From an optimization exercise on the open Yosys and OpenROAD flow, aimed at small area, a short achievable clock period and few clock cycles; shortcuts taken in it are not production practice. Function was checked by simulation only, so behaviour that the tests miss may differ from the original. Power and IR drop assume default switching activity.

[flow/run.sh]
#!/bin/bash
# synth_recipe.tcl (not shown) runs the flow's synth.tcl, then flattens the netlist and writes it again
# the make line also repeats each setting of config.mk as NAME=value (left out here)
make -C /OpenROAD-flow-scripts/flow DESIGN_CONFIG=/design/flow/config.mk WORK_HOME=/design/flow/orfs CLKGATE_MAP_FILE= SYNTH_SCRIPT=/design/flow/synth_recipe.tcl finish
[flow/config.mk]
export PLATFORM = sky130hd
export DESIGN_NAME = gfr6_engine
export DESIGN_NICKNAME = gfr6_engine
export VERILOG_FILES = /design/flow/design.v
export SDC_FILE = /design/flow/constraint.sdc
export NUM_CORES = 4
export LEC_CHECK = 0
export ABC_CLOCK_PERIOD_IN_PS = 3000
export CAP_MARGIN = 20
export CORE_MARGIN = 2
export CORE_UTILIZATION = 40
export PLACE_DENSITY = 0.6
export SLEW_MARGIN = 20
[flow/design.v]
module gfr6_pmul (
    input  wire [7:0] a,
    input  wire [7:0] b,
    input  wire [7:0] poly_lo,
    output wire [7:0] p
);
    reg [7:0]  rd [0:6];
    reg [14:0] r;
    reg [7:0]  q;
    integer i;
    always @* begin
        rd[0] = poly_lo;
        for (i = 1; i < 7; i = i + 1)
            rd[i] = {rd[i-1][6:0], 1'b0} ^ (rd[i-1][7] ? poly_lo : 8'd0);
        r = 15'd0;
        for (i = 0; i < 8; i = i + 1)
            if (b[i]) r = r ^ ({7'd0, a} << i);
        q = r[7:0];
        for (i = 0; i < 7; i = i + 1)
            if (r[8+i]) q = q ^ rd[i];
    end
    assign p = q;
endmodule
module gfr6_mul255 (
    input  wire [7:0] a,
    input  wire [7:0] b,
    output wire [7:0] p
);
    function [7:0] rotl(input [7:0] x, input integer n);
        rotl = (x << n) | (x >> (8 - n));
    endfunction
    function [15:0] csa(input [7:0] x, input [7:0] y, input [7:0] z);
        reg [7:0] c;
        begin
            c = (x & y) | (x & z) | (y & z);
            csa = {x ^ y ^ z, c[6:0], c[7]};
        end
    endfunction
    wire [7:0] pp0 = b[0] ? a          : 8'd0;
    wire [7:0] pp1 = b[1] ? rotl(a, 1) : 8'd0;
    wire [7:0] pp2 = b[2] ? rotl(a, 2) : 8'd0;
    wire [7:0] pp3 = b[3] ? rotl(a, 3) : 8'd0;
    wire [7:0] pp4 = b[4] ? rotl(a, 4) : 8'd0;
    wire [7:0] pp5 = b[5] ? rotl(a, 5) : 8'd0;
    wire [7:0] pp6 = b[6] ? rotl(a, 6) : 8'd0;
    wire [7:0] pp7 = b[7] ? rotl(a, 7) : 8'd0;
    wire [15:0] c1 = csa(pp0, pp1, pp2);
    wire [15:0] c2 = csa(pp3, pp4, pp5);
    wire [15:0] c3 = csa(c1[15:8], c1[7:0], c2[15:8]);
    wire [15:0] c4 = csa(c2[7:0], pp6, pp7);
    wire [15:0] c5 = csa(c3[15:8], c3[7:0], c4[15:8]);
    wire [15:0] c6 = csa(c5[15:8], c5[7:0], c4[7:0]);
    wire [8:0] s0 = {1'b0, c6[15:8]} + {1'b0, c6[7:0]};
    wire [8:0] s1 = {1'b0, c6[15:8]} + {1'b0, c6[7:0]} + 9'd1;
    assign p = s0[8] ? s1[7:0] : s0[7:0];
endmodule
module gfr6_phi (
    input  wire [7:0] poly_lo,
    input  wire [7:0] x,
    output wire [7:0] y
);
    localparam [16383:0] T = 16384'h0000000000000000000000000000000000000000000000000000000000000000000000000000000000000000000000003aed24786e352901000000000000000000000000000000000000000000000000d8275e68a8312b0100000000000000009c6003b42674200100000000000000000000000000000000000000000000000000000000000000000000000000000000000000000000000000000000000000000000000000000000000000000000000000000000000000000000000000000000bba8a7e8656d3201000000000000000000000000000000000000000000000000000000000000000000000000000000000000000000000000000000000000000000000000000000000000000000000000f25624f58b7d360100000000000000000000000000000000000000000000000000000000000000000000000000000000c10f1aa99164240100000000000000000000000000000000000000000000000000000000000000000000000000000000000000000000000000000000000000007bce05fac4ec6f01000000000000000000000000000000000000000000000000000000000000000000000000000000000000000000000000000000000000000000000000000000000000000000000000000000000000000000000000000000008dd96ca44670220100000000000000000000000000000000000000000000000000000000000000000000000000000000adc396a8d065250100000000000000000000000000000000000000000000000000000000000000000000000000000000000000000000000000000000000000000000000000000000000000000000000000000000000000000000000000000000b4dfe6f4c17c37010000000000000000000000000000000000000000000000000000000000000000000000000000000000000000000000000000000000000000890ceba515712301000000000000000000000000000000000000000000000000000000000000000000000000000000000cd991fb46ed6e01000000000000000000000000000000000000000000000000672c7ce93b6c3301000000000000000000000000000000000000000000000000000000000000000000000000000000000000000000000000000000000000000000000000000000000000000000000000000000000000000000000000000000000000000000000000000000000000000000000000000000000000000000000000000000000000000000000000000000007a7f1c69b3302a01000000000000000038a196b573752101000000000000000000000000000000000000000000000000f8a17479733428010000000000000000000000000000000000000000000000000000000000000000000000000000000000000000000000000000000000000000000000000000000000000000000000000000000000000000000000000000000008350fce29c45601000000000000000000000000000000000000000000000000752d26cd3a40080100000000000000000000000000000000000000000000000000000000000000000000000000000000c0a1e2cc734109010000000000000000000000000000000000000000000000000000000000000000000000000000000000000000000000000000000000000000942f115cbf191201000000000000000000000000000000000000000000000000ea38338c3d491e01000000000000000006fca08d6b481f01000000000000000000000000000000000000000000000000108a3752ce894a0100000000000000000000000000000000000000000000000000000000000000000000000000000000000000000000000000000000000000000000000000000000000000000000000000000000000000000000000000000000000000000000000000000000000000000000000000000000000000000000000000000000000000000000000000000000f3502e530c884b010000000000000000000000000000000000000000000000000000000000000000000000000000000000000000000000000000000000000000000000000000000000000000000000000000000000000000000000000000000000000000000000000000000000000000cefc240c6b1507010000000000000000000000000000000000000000000000000000000000000000000000000000000026643bc124550f0100000000000000000000000000000000000000000000000000000000000000000000000000000000000000000000000000000000000000000000000000000000000000000000000000000000000000000000000000000000c7f1f4c07f540e01000000000000000062e42e0d78140601000000000000000000000000000000000000000000000000000000000000000000000000000000000000000000000000000000000000000000000000000000000000000000000000000000000000000000000000000000000000000000000000000000000000000080402010080402010000000000000000ff5533110f050301000000000000000000000000000000000000000000000000000000000000000000000000000000000000000000000000000000000000000000000000000000000000000000000000000000000000000000000000000000000000000000000000000000000000000000000000000000000000000000000000000000000000000000000000000000000000000000000000000000000000000000000000000000000000000000000000000000000000000000000000000000000000000000000000000000000000000000000000000000000000000000000000;
    wire [63:0] m = T[{poly_lo, 6'd0} +: 64];
    assign y = (x[0] ? m[7:0] : 8'd0) ^ (x[1] ? m[15:8] : 8'd0) ^
               (x[2] ? m[23:16] : 8'd0) ^ (x[3] ? m[31:24] : 8'd0) ^
               (x[4] ? m[39:32] : 8'd0) ^ (x[5] ? m[47:40] : 8'd0) ^
               (x[6] ? m[55:48] : 8'd0) ^ (x[7] ? m[63:56] : 8'd0);
endmodule
module gfr6_psi (
    input  wire [7:0] poly_lo,
    input  wire [7:0] x,
    output wire [7:0] y
);
    localparam [16383:0] T = 16384'h000000000000000000000000000000000000000000000000000000000000000000000000000000000000000000000000ef36bb25b89ba601000000000000000000000000000000000000000000000000958d7471e9ab9e0100000000000000005642026f922b2101000000000000000000000000000000000000000000000000000000000000000000000000000000000000000000000000000000000000000000000000000000000000000000000000000000000000000000000000000000008f50c3360c9af701000000000000000000000000000000000000000000000000000000000000000000000000000000000000000000000000000000000000000000000000000000000000000000000000e0eeac3ff48c1d01000000000000000000000000000000000000000000000000000000000000000000000000000000008706ed8e7befd501000000000000000000000000000000000000000000000000000000000000000000000000000000000000000000000000000000000000000091b8d2a3de21960100000000000000000000000000000000000000000000000000000000000000000000000000000000000000000000000000000000000000000000000000000000000000000000000000000000000000000000000000000000d4cebb712a7fb90100000000000000000000000000000000000000000000000000000000000000000000000000000000f80692f67a91bf01000000000000000000000000000000000000000000000000000000000000000000000000000000000000000000000000000000000000000000000000000000000000000000000000000000000000000000000000000000009990c62a8df51a010000000000000000000000000000000000000000000000000000000000000000000000000000000000000000000000000000000000000000bea3d0763f7fd30100000000000000000000000000000000000000000000000000000000000000000000000000000000efd2b8ceb232e801000000000000000000000000000000000000000000000000f744a8240ae28f0100000000000000000000000000000000000000000000000000000000000000000000000000000000000000000000000000000000000000000000000000000000000000000000000000000000000000000000000000000000000000000000000000000000000000000000000000000000000000000000000000000000000000000000000000000000eaf4727697c1e70100000000000000004256036eed3e32010000000000000000000000000000000000000000000000009124d037d2e3ca01000000000000000000000000000000000000000000000000000000000000000000000000000000000000000000000000000000000000000000000000000000000000000000000000000000000000000000000000000000006f5e89fd80359401000000000000000000000000000000000000000000000000fb04afc602ec6301000000000000000000000000000000000000000000000000000000000000000000000000000000008505c4ac03936401000000000000000000000000000000000000000000000000000000000000000000000000000000000000000000000000000000000000000069dd8e2124c823010000000000000000000000000000000000000000000000008ed2bd2ad749b6010000000000000000f6b8d63fbc5bdb0100000000000000000000000000000000000000000000000097d57980929d450100000000000000000000000000000000000000000000000000000000000000000000000000000000000000000000000000000000000000000000000000000000000000000000000000000000000000000000000000000000000000000000000000000000000000000000000000000000000000000000000000000000000000000000000000000000e9bf79ffede551010000000000000000000000000000000000000000000000000000000000000000000000000000000000000000000000000000000000000000000000000000000000000000000000000000000000000000000000000000000000000000000000000000000000000000a9dcc6e3f6e6e5010000000000000000000000000000000000000000000000000000000000000000000000000000000059486f2aec678801000000000000000000000000000000000000000000000000000000000000000000000000000000000000000000000000000000000000000000000000000000000000000000000000000000000000000000000000000000004a5a6e3f9361f0010000000000000000c2b1ac9b8e9f9d01000000000000000000000000000000000000000000000000000000000000000000000000000000000000000000000000000000000000000000000000000000000000000000000000000000000000000000000000000000000000000000000000000000000000000080402010080402010000000000000000ff5533110f050301000000000000000000000000000000000000000000000000000000000000000000000000000000000000000000000000000000000000000000000000000000000000000000000000000000000000000000000000000000000000000000000000000000000000000000000000000000000000000000000000000000000000000000000000000000000000000000000000000000000000000000000000000000000000000000000000000000000000000000000000000000000000000000000000000000000000000000000000000000000000000000000000;
    wire [63:0] m = T[{poly_lo, 6'd0} +: 64];
    assign y = (x[0] ? m[7:0] : 8'd0) ^ (x[1] ? m[15:8] : 8'd0) ^
               (x[2] ? m[23:16] : 8'd0) ^ (x[3] ? m[31:24] : 8'd0) ^
               (x[4] ? m[39:32] : 8'd0) ^ (x[5] ? m[47:40] : 8'd0) ^
               (x[6] ? m[55:48] : 8'd0) ^ (x[7] ? m[63:56] : 8'd0);
endmodule
module gfr6_logk (
    input  wire [7:0] i,
    output wire [7:0] o
);
    localparam [2047:0] T = 2048'haf5850a8eaf4d674e8ade7e6e9d5ae4fd72c757aeb16f50b51a0a99cb05f59cb5a3eccbbb18660fbaa559d29523ba16cf66f0c7fec4917c476a47bb7d8432d1fa2416d4753393c849e5d2a14abd356f261befcdcb2978790cdcfbc955bd13f372e892023d99244117cb4b8267799a5e318fec531edde4a670d63808cf7c0700757a7f373ace5d44e2b79150a9f9b5eca3dba85fa54283a6b6e7e48c3a3b6421e404638835c13d2f1bddb968fce94d03688229110b32598e2fd30dd66628bbf06a672e44d78099ac9b9f9276a7dc2b51d458212f0da8e9335210f24e12f658a05714c08c8f869c11c81ef8d340ee064044bc7681bee33df03c61a3202190100ff;
    assign o = T[{i, 3'd0} +: 8];
endmodule
module gfr6_expk (
    input  wire [7:0] i,
    output wire [7:0] o
);
    localparam [2047:0] T = 2048'h018e47add86c361b83cfe9fa7db0582c160b8bcbebfbf3f7f5f47a3d90482412098a45ac562b9bc3eff9f279b259a251a653a7dde070381c0e078dc86432198241ae57a5dc6e3795c46231964babdbe3fff1f67bb3d7e5fc7e3f91c663bfd1e673b7d5e472399249aa55a452299a4da8542a158442219e4fa9da6db85c2e1785cc663397c5ec763b93c7edf87c3e1f81ce67bdd068341a0d884422118643afd9e271b65ba3dfe1fe7fb1d66bbbd3e7fdf0783c1e0f89ca65bc5e2f99c261be5fa1de6fb9d269ba5da05028140a058c46239fc1ee77b5d46a35944a259c4e279dc06030180c06038fc9ea75b45a2d984c261387cde8743a1d8040201008040201;
    assign o = T[{i, 3'd0} +: 8];
endmodule
module gfr6_engine (
    input  wire        clk,
    input  wire        rst_n,
    input  wire        cmd_valid,
    output wire        cmd_ready,
    input  wire [31:0] cmd_data,
    output wire        rsp_valid,
    input  wire        rsp_ready,
    output wire [31:0] rsp_data
);
    localparam [2:0] ST_OK       = 3'b000;
    localparam [2:0] ST_INVGEN   = 3'b001;
    localparam [2:0] ST_DIVZERO  = 3'b010;
    localparam [2:0] ST_NOTREADY = 3'b100;
    localparam [2:0] ST_LOCKED   = 3'b101;
    localparam [2:0] ST_ILLEGAL  = 3'b111;
    localparam [5:0] OP_NOP     = 6'h01;
    localparam [5:0] OP_RDREG   = 6'h02;
    localparam [5:0] OP_CLRERR  = 6'h03;
    localparam [5:0] OP_SETPOLY = 6'h04;
    localparam [5:0] OP_SETGEN  = 6'h05;
    localparam [5:0] OP_BUILD   = 6'h06;
    localparam [5:0] OP_GFADD   = 6'h08;
    localparam [5:0] OP_GFMUL   = 6'h09;
    localparam [5:0] OP_GFINV   = 6'h0A;
    localparam [5:0] OP_GFPOW   = 6'h0B;
    localparam [5:0] OP_RDLOG   = 6'h0C;
    localparam [5:0] OP_RDEXP   = 6'h0D;
    reg  [7:0]  poly_lo;
    reg  [7:0]  gen;
    reg         tblv;
    reg         err;
    reg  [2:0]  ecode;       
    reg  [7:0]  ep;          
    reg  [7:0]  eg;
    reg  [31:0] ecmd;        
    reg  [7:0]  cinv;        
    reg         rdy_q;
    reg         c_v;
    reg  [31:0] c_q;
    reg         v1, l1, m1, e1, b1, r01, b161;
    reg  [2:0]  st1;
    reg  [7:0]  x1, k1;
    reg         v2, m2, e2, b2, r02, b162;
    reg  [2:0]  st2;
    reg  [2:0]  step;
    reg  [7:0]  l2, k2;
    reg         v3, e3, r03, b163;
    reg  [2:0]  st3;
    reg  [7:0]  t3, h3;
    reg         o_v, k_v;
    reg  [2:0]  o_st, k_st;
    reg         o_r0, k_r0, o_b16, k_b16;
    reg  [7:0]  o_hi, k_hi, o_lo, k_lo;
    reg         busy;        
    wire adv = !k_v;
    assign cmd_ready = rdy_q;
    assign rsp_valid = o_v;
    assign rsp_data  = {o_st[2], 1'b0, o_st[1:0], 2'b00, o_r0, 2'b00, o_r0, 1'b0,
                        o_r0, 1'b0, o_r0, o_r0, o_b16, o_hi, o_lo};
    wire [5:0]  op    = c_q[31:26];
    wire [7:0]  fa    = c_q[15:8];
    wire [7:0]  fb    = c_q[7:0];
    wire [15:0] fe    = c_q[23:8];
    wire [3:0]  fr    = c_q[3:0];
    reg illegal;
    always @* begin
        case (op)
            OP_NOP, OP_CLRERR, OP_BUILD: illegal = (c_q[25:0] != 26'd0);
            OP_RDREG:                    illegal = (c_q[25:4] != 22'd0) || (fr > 4'd10);
            OP_SETPOLY, OP_SETGEN, OP_GFINV, OP_RDLOG, OP_RDEXP:
                                         illegal = (c_q[25:8] != 18'd0);
            OP_GFADD, OP_GFMUL:          illegal = (c_q[25:16] != 10'd0);
            OP_GFPOW:                    illegal = (c_q[25:24] != 2'd0);
            default:                     illegal = 1'b1;
        endcase
    end
    wire [7:0] mulab;
    gfr6_pmul u_pmul (.a(fa), .b(fb), .poly_lo(poly_lo), .p(mulab));
    wire       use_gen = (op == OP_RDEXP) || (op == OP_BUILD);
    wire [7:0] phix;
    gfr6_phi u_phi (.poly_lo(poly_lo), .x(use_gen ? gen : fb), .y(phix));
    wire [8:0] es   = {1'b0, fe[15:8]} + {1'b0, fe[7:0]};
    wire [7:0] emod = es[7:0] + {7'd0, es[8]};
    reg  [7:0] rd_lo, rd_hi;
    reg        rd_r0, rd_b16;
    always @* begin
        rd_lo = 8'd0;
        rd_hi = 8'd0;
        rd_r0 = 1'b0;
        rd_b16 = 1'b0;
        case (fr)
            4'd0:  begin rd_lo = 8'h01; rd_r0 = 1'b1; end
            4'd1:  rd_lo = {6'd0, err, tblv};
            4'd2:  begin rd_lo = poly_lo; rd_hi = 8'h01; end
            4'd3:  rd_lo = gen;
            4'd5:  rd_lo = err ? {ecode[2], 1'b0, ecode[1:0]} : 8'd0;
            4'd6:  if (err && ecode == ST_INVGEN) begin
                       rd_lo = eg; rd_hi = ep; rd_b16 = 1'b1;
                   end
            4'd7:  if (err) begin rd_lo = ecmd[7:0];   rd_hi = ecmd[15:8];  end
            4'd8:  if (err) begin rd_lo = ecmd[23:16]; rd_hi = ecmd[31:24]; end
            4'd9:  rd_hi = 8'h02;
            4'd10: begin rd_lo = 8'h01; rd_hi = 8'h01; end
            default: ;
        endcase
    end
    reg [2:0] d_st;
    reg       d_l, d_m, d_e, d_b, d_r0, d_b16, d_clr, d_spoly, d_sgen;
    reg [7:0] d_x, d_k;
    always @* begin
        d_st = ST_OK;
        d_l = 1'b0; d_m = 1'b0; d_e = 1'b0; d_b = 1'b0;
        d_r0 = 1'b0; d_b16 = 1'b0;
        d_clr = 1'b0; d_spoly = 1'b0; d_sgen = 1'b0;
        d_x = 8'd0;
        d_k = 8'd0;
        if (illegal) begin
            d_st = ST_ILLEGAL;
        end else begin
            case (op)
                OP_RDREG: begin
                    d_x = rd_lo; d_k = rd_hi; d_r0 = rd_r0; d_b16 = rd_b16;
                end
                OP_CLRERR: d_clr = 1'b1;
                OP_SETPOLY:
                    if (tblv) d_st = ST_LOCKED;
                    else      d_spoly = 1'b1;
                OP_SETGEN:
                    if (tblv) d_st = ST_LOCKED;
                    else      d_sgen = 1'b1;
                OP_BUILD:
                    if (tblv) d_st = ST_LOCKED;
                    else begin
                        d_b = 1'b1; d_l = 1'b1; d_x = phix;
                    end
                OP_GFADD: d_x = fa ^ fb;
                OP_GFMUL:
                    if (!tblv) d_st = ST_NOTREADY;
                    else d_x = mulab;
                OP_GFINV:
                    if (!tblv) d_st = ST_NOTREADY;
                    else if (fb == 8'd0) d_st = ST_DIVZERO;
                    else begin
                        d_l = 1'b1; d_m = 1'b1; d_e = 1'b1; d_x = phix; d_k = 8'hFE;
                    end
                OP_GFPOW:
                    if (!tblv) d_st = ST_NOTREADY;
                    else if (fe == 16'd0) d_x = 8'd1;
                    else if (fb == 8'd0) d_x = 8'd0;
                    else begin
                        d_l = 1'b1; d_m = 1'b1; d_e = 1'b1; d_x = phix; d_k = emod;
                    end
                OP_RDLOG:
                    if (!tblv) d_st = ST_NOTREADY;
                    else if (fb == 8'd0) d_x = 8'hFF;
                    else begin
                        d_l = 1'b1; d_m = 1'b1; d_x = phix; d_k = cinv;
                    end
                OP_RDEXP:
                    if (!tblv) d_st = ST_NOTREADY;
                    else begin
                        d_l = 1'b1; d_m = 1'b1; d_e = 1'b1; d_x = phix; d_k = fb;
                    end
                default: ;
            endcase
        end
    end
    wire consume = c_v && adv && !busy;
    wire [7:0] logx;
    gfr6_logk u_log (.i(x1), .o(logx));
    wire [7:0] prod;
    gfr6_mul255 u_mul (.a(l2), .b(k2), .p(prod));
    wire bact   = b2 && v2;
    wire b_iter = bact && (step != 3'd7);
    wire b_done = bact && (step == 3'd7);
    wire b_ok   = (l2 == 8'd1);
    wire [7:0] expt, psit;
    gfr6_expk u_exp (.i(t3), .o(expt));
    gfr6_psi  u_psi (.poly_lo(poly_lo), .x(expt), .y(psit));
    wire [7:0] f_lo = e3 ? psit : t3;
    wire taken = o_v && rsp_ready;
    wire inc   = adv && v3;
    wire o_load = !o_v || taken;
    wire c_v_n  = (cmd_valid && rdy_q) || (c_v && !consume);
    wire k_v_n  = o_load ? 1'b0 : (k_v || inc);
    wire busy_n = (busy && !(adv && b_done)) || (consume && d_b);
    always @(posedge clk) begin
        if (!rst_n) begin
            rdy_q   <= 1'b1;
            c_v     <= 1'b0;
            v1      <= 1'b0;
            v2      <= 1'b0;
            v3      <= 1'b0;
            o_v     <= 1'b0;
            k_v     <= 1'b0;
            busy    <= 1'b0;
            poly_lo <= 8'h1D;
            gen     <= 8'h02;
            tblv    <= 1'b0;
            err     <= 1'b0;
        end else begin
            rdy_q <= !c_v_n || (!busy_n && !k_v_n);
            c_v   <= c_v_n;
            busy  <= busy_n;
            if (o_load) begin
                o_v <= k_v || inc;
                k_v <= 1'b0;
            end else if (inc) begin
                k_v <= 1'b1;
            end
            if (adv) begin
                if (b_iter) begin
                    v3 <= 1'b0;
                end else begin
                    v3 <= v2;
                end
                if (!b_iter) begin
                    v2 <= v1;
                end
                v1 <= consume;
                if (b_done) begin
                    tblv <= b_ok;
                    if (!b_ok && !err) begin
                        err   <= 1'b1;
                        ecode <= ST_INVGEN;
                        ep    <= poly_lo;
                        eg    <= gen;
                        ecmd  <= {OP_BUILD, 26'd0};
                    end
                end
            end
            if (consume) begin
                if (d_spoly) poly_lo <= fb;
                if (d_sgen)  gen     <= fb;
                if (d_clr) begin
                    err <= 1'b0;
                end else if (d_st != ST_OK && !err) begin
                    err   <= 1'b1;
                    ecode <= d_st;
                    ecmd  <= c_q;
                end
            end
        end
        if (rdy_q)
            c_q <= cmd_data;
        if (adv) begin
            st1  <= d_st;
            l1   <= d_l;
            m1   <= d_m;
            e1   <= d_e;
            b1   <= d_b;
            r01  <= d_r0;
            b161 <= d_b16;
            x1   <= d_x;
            k1   <= d_k;
            if (b_iter) begin
                l2   <= prod;
                k2   <= (step == 3'd1 || step == 3'd3) ? prod : cinv;
                if (step == 3'd5)
                    cinv <= prod;
                step <= step + 3'd1;
            end else begin
                st2  <= st1;
                m2   <= m1;
                e2   <= e1;
                b2   <= b1 && v1;
                r02  <= r01;
                b162 <= b161;
                l2   <= l1 ? logx : x1;
                k2   <= b1 ? logx : k1;
                step <= 3'd0;
                if (b1 && v1)
                    cinv <= logx;
            end
            if (b_done) begin
                st3  <= b_ok ? ST_OK : ST_INVGEN;
                e3   <= 1'b0;
                r03  <= 1'b0;
                b163 <= !b_ok;
                t3   <= b_ok ? 8'd0 : gen;
                h3   <= b_ok ? 8'd0 : poly_lo;
            end else begin
                st3  <= st2;
                e3   <= e2;
                r03  <= r02;
                b163 <= b162;
                t3   <= m2 ? prod : l2;
                h3   <= m2 ? 8'd0 : k2;
            end
        end
        if (o_load) begin
            o_st  <= k_v ? k_st  : st3;
            o_r0  <= k_v ? k_r0  : r03;
            o_b16 <= k_v ? k_b16 : b163;
            o_hi  <= k_v ? k_hi  : h3;
            o_lo  <= k_v ? k_lo  : f_lo;
        end
        if (!k_v) begin
            k_st  <= st3;
            k_r0  <= r03;
            k_b16 <= b163;
            k_hi  <= h3;
            k_lo  <= f_lo;
        end
    end
endmodule
[flow/constraint.sdc]
create_clock -name core_clock -period 14.0 [get_ports {clk}]
set_input_delay 2.8000 -clock core_clock [delete_from_list [all_inputs] [get_ports {clk}]]
set_output_delay 2.8000 -clock core_clock [all_outputs]
set_load 0.01 [all_outputs]
==> impl_metrics.env <==
export IMPL_dp_hpwl_mm=96.1
export IMPL_synth_edf_count=186
export IMPL_endpoint_kind="register"
export IMPL_synthArstFlopShare_pct=0
export IMPL_critical_path_startpoint_type="register"
export IMPL_cpLargestDelayFamily="adder cells"
export IMPL_holdPathStages=0
export IMPL_setup_viol=0
export IMPL_cp_data_arrival_time_ns=6.46
export IMPL_firstDrtPassIters=8
export IMPL_grt_pass1_vias=28100
export IMPL_rsz0062_at_grt="no"
export IMPL_ctsHoldBuffers=0
export IMPL_cts_setup_buffers=0
export IMPL_switching_power_uw=518
export IMPL_pwr_share_seq_pct=41.6
export IMPL_outcome="timing/DRC/antenna clean"
export IMPL_ir_drop_mv=0.0893
export IMPL_drtIter0Drc=5479
export IMPL_core_area_um2=70400
export IMPL_clock_sinks=233
export IMPL_critical_path_cell_chain="and2_1 > fa_1 > inv_1 > fa_1 > fa_1 > inv_1 > fa_1 > ha_1 > fa_1 > a21o_1 > a21oi_1 > o21bai_1 > a21oi_1 > o21bai_1 > a21oi_1 > nand4b_1 > nor2_1 > xnor2_1 > a21oi_1 > a21o_1"
export IMPL_ys_flop_type="edfxtp_1"
export IMPL_ctsResizeCount=0
export IMPL_crit_buf_inv=2
export IMPL_numPortBuffers=62
export IMPL_slew_headroom_pct=17.0
export IMPL_crit_type="reg -> reg"
export IMPL_yosysSeqAreaShare_pct=22.9
export IMPL_switching_share_pct=27.7
export IMPL_grt_usage_pct=35.2
export IMPL_clock_path_buffers=3
export IMPL_cpMaxStageDelayCell="edfxtp_1"
export IMPL_antenna_left=0
export IMPL_reg2reg_depth=20
export IMPL_clock_latency_ns=0.60
export IMPL_largestRegisters="c_q: 32 flops, ecmd: 32 flops"
export IMPL_num_nets_final=3720
export IMPL_tightest_slew_ns=1.24
export IMPL_antenna_found_initial=3
export IMPL_drc_errors=0
export IMPL_p_int_mw=1.35
export IMPL_p_per_area_nw_per_um2=61.1
export IMPL_grt_max_degree=174
export IMPL_wl_per_cell_um=29.7
export IMPL_avgSynthCellArea_um2=7.70
export IMPL_path_clk_slew_ns=0.06
export IMPL_cp_max_fo=10
export IMPL_num_rows=97
export IMPL_fmax_mhz=163
export IMPL_initial_core_util_pct=40.6
export IMPL_synth_warning_count=4
export IMPL_gr_total_overflow=0
export IMPL_ios=70
export IMPL_cts_root_buffer="clkbuf_16"
export IMPL_max_cap_violations=0
export IMPL_ys_ff_latch=233
export IMPL_dieArea_um2=73500
export IMPL_period_share_pct=43.8
export IMPL_finClkSkew_ns=0.0504
export IMPL_grt_pass1_wl_mm=197
export IMPL_via_count=30300
export IMPL_worst_path_stages=20
export IMPL_place_gp_congestion=1.08
export IMPL_die_y_um=271
export IMPL_p_leak_nw=10.9
export IMPL_vias_per_cell=6.71
export IMPL_drv_slew=0
export IMPL_cts_tree="built"
export IMPL_place_ws_ns=7.93
export IMPL_hp_class="reg -> reg"
export IMPL_netlist_area_um2=28500
export IMPL_ys_types=112
export IMPL_p_clk_share_pct=41.4
export IMPL_finalHoldViolCount=0
export IMPL_p_comb_share_pct=17.0
export IMPL_totalWireLength_mm=134
export IMPL_syn_to_final_growth_pct=7.00
export IMPL_layout_min_cycle_time_ns=6.14
export IMPL_crit_required_ns=14.32
export IMPL_num_fill_cells=7182
export IMPL_syn_inst=3709
export IMPL_fin_ws_ns=7.86
export IMPL_h_tree_depth=1
export IMPL_finalSetupTns_ns=0
export IMPL_layout_drive_gt1_share_pct=7.64
export IMPL_critPathMaxStageDelay_ns=0.57
export IMPL_tritoncts_num_buffers=29
export IMPL_cpMostUsedCell="fa_1"
export IMPL_die_w_um=271
cells in the final DEF, fill, tap and decap left out, drive strengths merged, types with 20 or more instances in the layout:
master | synthesis | routed
nand2 | 475 | 475
nand3 | 127 | 127
a22o | 22 | 22
clkbuf | 178 | 40
clkdlybuf4s50 | 0 | 61
a221oi | 38 | 38
or3 | 21 | 21
and2 | 66 | 66
a311oi | 27 | 27
nor2b | 53 | 53
o211ai | 46 | 46
xnor2 | 188 | 188
mux2i | 53 | 53
dfxtp | 47 | 47
o221ai | 25 | 25
a31oi | 77 | 77
o31ai | 28 | 28
xor2 | 73 | 73
fa | 50 | 50
o21ai | 260 | 260
o22ai | 40 | 40
nand2b | 61 | 61
buf | 170 | 93
a22oi | 33 | 33
nor2 | 306 | 306
edfxtp | 186 | 186
or2 | 20 | 20
a211oi | 67 | 67
mux2 | 21 | 21
ha | 82 | 82
nand4 | 21 | 21
a21oi | 293 | 293
nor3 | 109 | 109
inv | 113 | 119
per-stage QoR:
step | cells | instance area, um2 | power (mW) | hold slack (ns) | utilization (%)
floorplan | 3715 | 28600 | 1.02 | 0.400 | -
global placement | 4460 | 29500 | 1.10 | 0.402 | 41.9
detailed placement | 4460 | 29500 | 1.10 | 0.405 | 41.9
CTS | 4514 | 30500 | 1.87 | 0.432 | 43.4
global route | 4515 | 30500 | 1.94 | 0.437 | 43.4
finish | 4517 | 30500 | 1.87 | 0.435 | 43.4
power groups by stage:
stage | Clock [mW] | Sequential, mW | Combinational, mW
final | 0.773 | 0.777 | 0.317
after global placement | 0 | 0.791 | 0.307
after global routing | 0.816 | 0.779 | 0.341
after detailed placement | 0 | 0.791 | 0.310
after CTS | 0.786 | 0.777 | 0.310
after floorplan | 0 | 0.783 | 0.232
synth_stat cells, types with 82 or more instances:
master    number  area share (%)
nand2_1      475             6.2
nor2_1       305             4.0
a21oi_1      292             5.1
o21ai_0      249             4.4
edfxtp_1     186              20
xnor2_1      186             5.7
clkbuf_1     178             2.3
nand3_1      127             2.2
inv_1        112             1.5
nor3_1       106             1.9
buf_2         89             1.6
ha_1          82             3.6
worst register-to-register path, cell delays in order, from the launching register on:
cell and delay (ns):
edfxtp_1 0.57, and2_1 0.24, fa_1 0.51, inv_1 0.05
fa_1 0.45, fa_1 0.50, inv_1 0.05, fa_1 0.43
ha_1 0.25, fa_1 0.48, a21o_1 0.20, a21oi_1 0.22
o21bai_1 0.09, a21oi_1 0.26, o21bai_1 0.10, a21oi_1 0.53
nand4b_1 0.27, nor2_1 0.08, xnor2_1 0.29, a21oi_1 0.13
a21o_1 0.18
area by class of cell:
| cell class | count | area [um2] | share of cell area [%] |
|---|---|---|---|
| timing repair buffer | 154 | 1320 | 4.32 |
| antenna | 2 | 5.00 | 0.0164 |
| clock inverter | 14 | 121 | 0.397 |
| clock buffer | 40 | 892 | 2.92 |
| sequential | 233 | 6550 | 21.5 |
| inverter | 116 | 435 | 1.43 |
| multi-input combinational | 3018 | 20000 | 65.6 |
| tap | 940 | 1180 | 3.85 |
kinds of logic after synthesis:
kind of cell | after synthesis | share of synthesized area [%]
AOI/OAI and AO/OA | 1183 | 27.5
xor gates and xnor gates | 276 | 9.41
adders and majority gates | 132 | 7.10
buffers and inverters | 464 | 7.23
DFF | 233 | 22.9
muxes | 91 | 4.04
other | 1 | 0.0131
and+or+nand+nor | 1329 | 21.8
final timing paths:
path,slack (ns),start,endpoint
worst max register to register,7.86,l2[7],t3[5]
worst min-delay path,0.44,st1[1],st2[1]
worst max-delay path,7.86,l2[7],t3[5]
worst min register to register,0.44,st1[1],st2[1]
layer usage:
layer / global-route usage [%] / share of wire, % / vias up
met5: 0 / 0.019 / -
met4: 16.5 / 5.9 / 4
met3: 7.52 / 12 / 460
met2: 51.8 / 42 / 2137
met1: 49.1 / 41 / 14400
li1: - / - / 13300
Testbench counts, summed over its fixed seeds: cycles 13,344.

what the ideal ports hide:
In the flow no input, the clock included, has a driving cell. The finished layout below was timed again as built, in two steps.
Step 1 (the two cells are an assumption about what drives the block):
set clk [get_ports {clk}]
set_driving_cell -lib_cell sky130_fd_sc_hd__clkbuf_16 $clk
set_driving_cell -lib_cell sky130_fd_sc_hd__buf_2 [delete_from_list [all_inputs] $clk]
Step 2 also shifts input and output timing later by t, the mid clock arrival at the registers, as if the neighbouring blocks saw the same clock.
Slacks: ideal / step 1 / step 2; pairs: ideal / step 1.
t, ns: 0.633
setup WS [ns]: 7.862 / 7.862 / 7.862
worst setup path after step 2: register to register
After both steps this run still meets setup and hold. For this run, drivers alone change the setup slack by 0.000 ns; drivers and shift together by 0.000 ns.
